From an optimization exercise on the open Yosys and OpenROAD flow, aimed at small area, a short achievable clock period and few clock cycles; shortcuts taken in it are not production practice.
Power is estimated from default activity; no workload was simulated.

## the reference run
## jbang_seq
module jbang_seq (
    input  wire        clk,
    input  wire        rst,           
    input  wire [2:0]  bus_addr,      
    input  wire        bus_we,
    input  wire [31:0] bus_wdata,
    output reg  [31:0] bus_rdata,
    output reg         jtag_trst_n,
    output reg         jtag_tck,
    output reg         jtag_tms,
    output reg         jtag_tdi,
    input  wire        jtag_tdo
);
Size in the first run: roughly 2,000 cells after synthesis, about 240 flip-flops, about 15,000 um2 of cells after synthesis.
export LEC_CHECK = 0
export CAP_MARGIN = 20
export CORE_MARGIN = 2
export CORE_UTILIZATION = 40
export PLACE_DENSITY = 0.6
export SETUP_SLACK_MARGIN = 2.5
export SLEW_MARGIN = 20
export SYNTH_MEMORY_MAX_BITS = 16384
create_clock -name core_clock -period 8.0 [get_ports {clk}]
run.sh (not shown) runs the stock make flow with config.mk's settings and CLKGATE_MAP_FILE= SYNTH_SCRIPT=/design/flow/synth_recipe.tcl, a recipe that flattens the netlist after the stock synthesis.
Looking at the reports, the reference run completed the entire flow and the layout it produced met the timing, DRC and antenna checks.
Here is what was changed in the inputs of the trial run compared with the reference run.
# the reference run
export LEC_CHECK = 0
export CAP_MARGIN = 20
export CORE_MARGIN = 2
export CORE_UTILIZATION = 40
export PLACE_DENSITY = 0.6
export SETUP_SLACK_MARGIN = 2.5
export SLEW_MARGIN = 20
export SYNTH_MEMORY_MAX_BITS = 16384
create_clock -name core_clock -period 8.0 [get_ports {clk}]
# the trial run
export LEC_CHECK = 0
export CAP_MARGIN = 20
export CORE_MARGIN = 2
export CORE_UTILIZATION = 40
export PLACE_DENSITY = 0.6
export SETUP_SLACK_MARGIN = 3.5
export SLEW_MARGIN = 20
export SYNTH_MEMORY_MAX_BITS = 16384
create_clock -name core_clock -period 8.0 [get_ports {clk}]
Of the reference run and the trial run, the run reporting the higher post-layout minimum cycle time was the reference run. The sequential share of layout area in the trial run sits 1.8 points below the value recorded for the reference run. Delta (the trial run minus the reference run): design area grew by 1100 um2; first-pass GRT wire length grew by about 2%; proportion of cell area spent on the clock network held steady; total power grew by 4.3%; utilization grew by 3.0 points.
No functional check of the RTL was part of any run of this note.

* * *

== old ==
jbang_seq, a different RTL version from the one above (not shown whole).
Size in the first run: roughly 1,900 cells after synthesis, ~75 I/O pins.
Design jbang_seq, start of the top module:
module jbang_seq (
    input  wire        clk,
    input  wire        rst,           
    input  wire [2:0]  bus_addr,      
    input  wire        bus_we,
    input  wire [31:0] bus_wdata,
    output reg  [31:0] bus_rdata,
    output reg         jtag_trst_n,
    output reg         jtag_tck,
    output reg         jtag_tms,
    output reg         jtag_tdi,
    input  wire        jtag_tdo
);
Settings: LEC_CHECK=0, CAP_MARGIN=20, CORE_MARGIN=2, CORE_UTILIZATION=40, PLACE_DENSITY=0.6, SETUP_SLACK_MARGIN=4.5, SLEW_MARGIN=20, SYNTH_MEMORY_MAX_BITS=16384; clock period 8.0 ns.
Both conditions hold for old: the flow ran to the end and the final layout passed the timing, DRC and antenna checks.
Relative to old, the following input files were edited for new:
# old
export LEC_CHECK = 0
export CAP_MARGIN = 20
export CORE_MARGIN = 2
export CORE_UTILIZATION = 40
export PLACE_DENSITY = 0.6
export SETUP_SLACK_MARGIN = 4.5
export SLEW_MARGIN = 20
export SYNTH_MEMORY_MAX_BITS = 16384
create_clock -name core_clock -period 8.0 [get_ports {clk}]
# new
export LEC_CHECK = 0
export CAP_MARGIN = 20
export CORE_MARGIN = 2
export CORE_UTILIZATION = 40
export PLACE_DENSITY = 0.6
export SETUP_SLACK_MARGIN = 3.5
export SLEW_MARGIN = 20
export SYNTH_MEMORY_MAX_BITS = 16384
create_clock -name core_clock -period 8.0 [get_ports {clk}]
Findings:
- No stage failed in new, and the final checks on the layout all came back clean.
- new vs. old: via count of the first global-routing pass shows a reduction of 6.1%, number of buffers inserted to repair setup after CTS shows a reduction of 49, utilization shows a reduction of 5.2 points.
- [new vs old] all-layer global routing usage: lower in new
- Looking at last weighted congestion value of the routability-driven placer, new sits 2.0% above old.
- new contains fewer vias than old.
- As far as register bit count reported by yosys goes, new and old are indistinguishable; the numbers are identical.
- Sort old and new by power, descending, and old comes first.
- The higher non-clock buffer count came out of old.
- Setup WNS old -> new: worse
No run of this note included a check of the RTL's function; only the layout flow was run.

afterwards: timing with drivers on the ports:
The results above use ideal ports. As a check the final layouts listed here were re-extracted and re-timed, cells and wires unchanged.
Step 1 sets driving cells, clkbuf_16 on the clock port and buf_2 on the other inputs (assumed; they add their load-dependent delay and slew).
Step 2 also shifts input and output timing later by t, the mid clock arrival at the registers, as if the neighbouring blocks saw the same clock.
a / b / c = ideal / step 1 / step 2; a / b = the first two.
| run | t (ns) | setup WS [ns] | clock arrival spread, ns | pins driven straight from the clock port |
|---|---|---|---|---|
| the reference run | 0.626 | 2.597 / 2.572 / 2.402 | 0.031 / 0.032 | 1 |
| the trial run | 0.628 | 3.301 / 3.248 / 3.087 | 0.033 / 0.032 | 1 |
| old | 0.607 | 3.132 / 3.075 / 3.075 | 0.022 / 0.022 | 1 |
| new | 0.592 | 3.126 / 3.002 / 3.002 | 0.030 / 0.030 | 1 |
After both steps every run listed still meets setup and hold. The setup slack of the trial run, which loses most, moves by -0.053 ns with the drivers and by -0.214 ns with both steps.
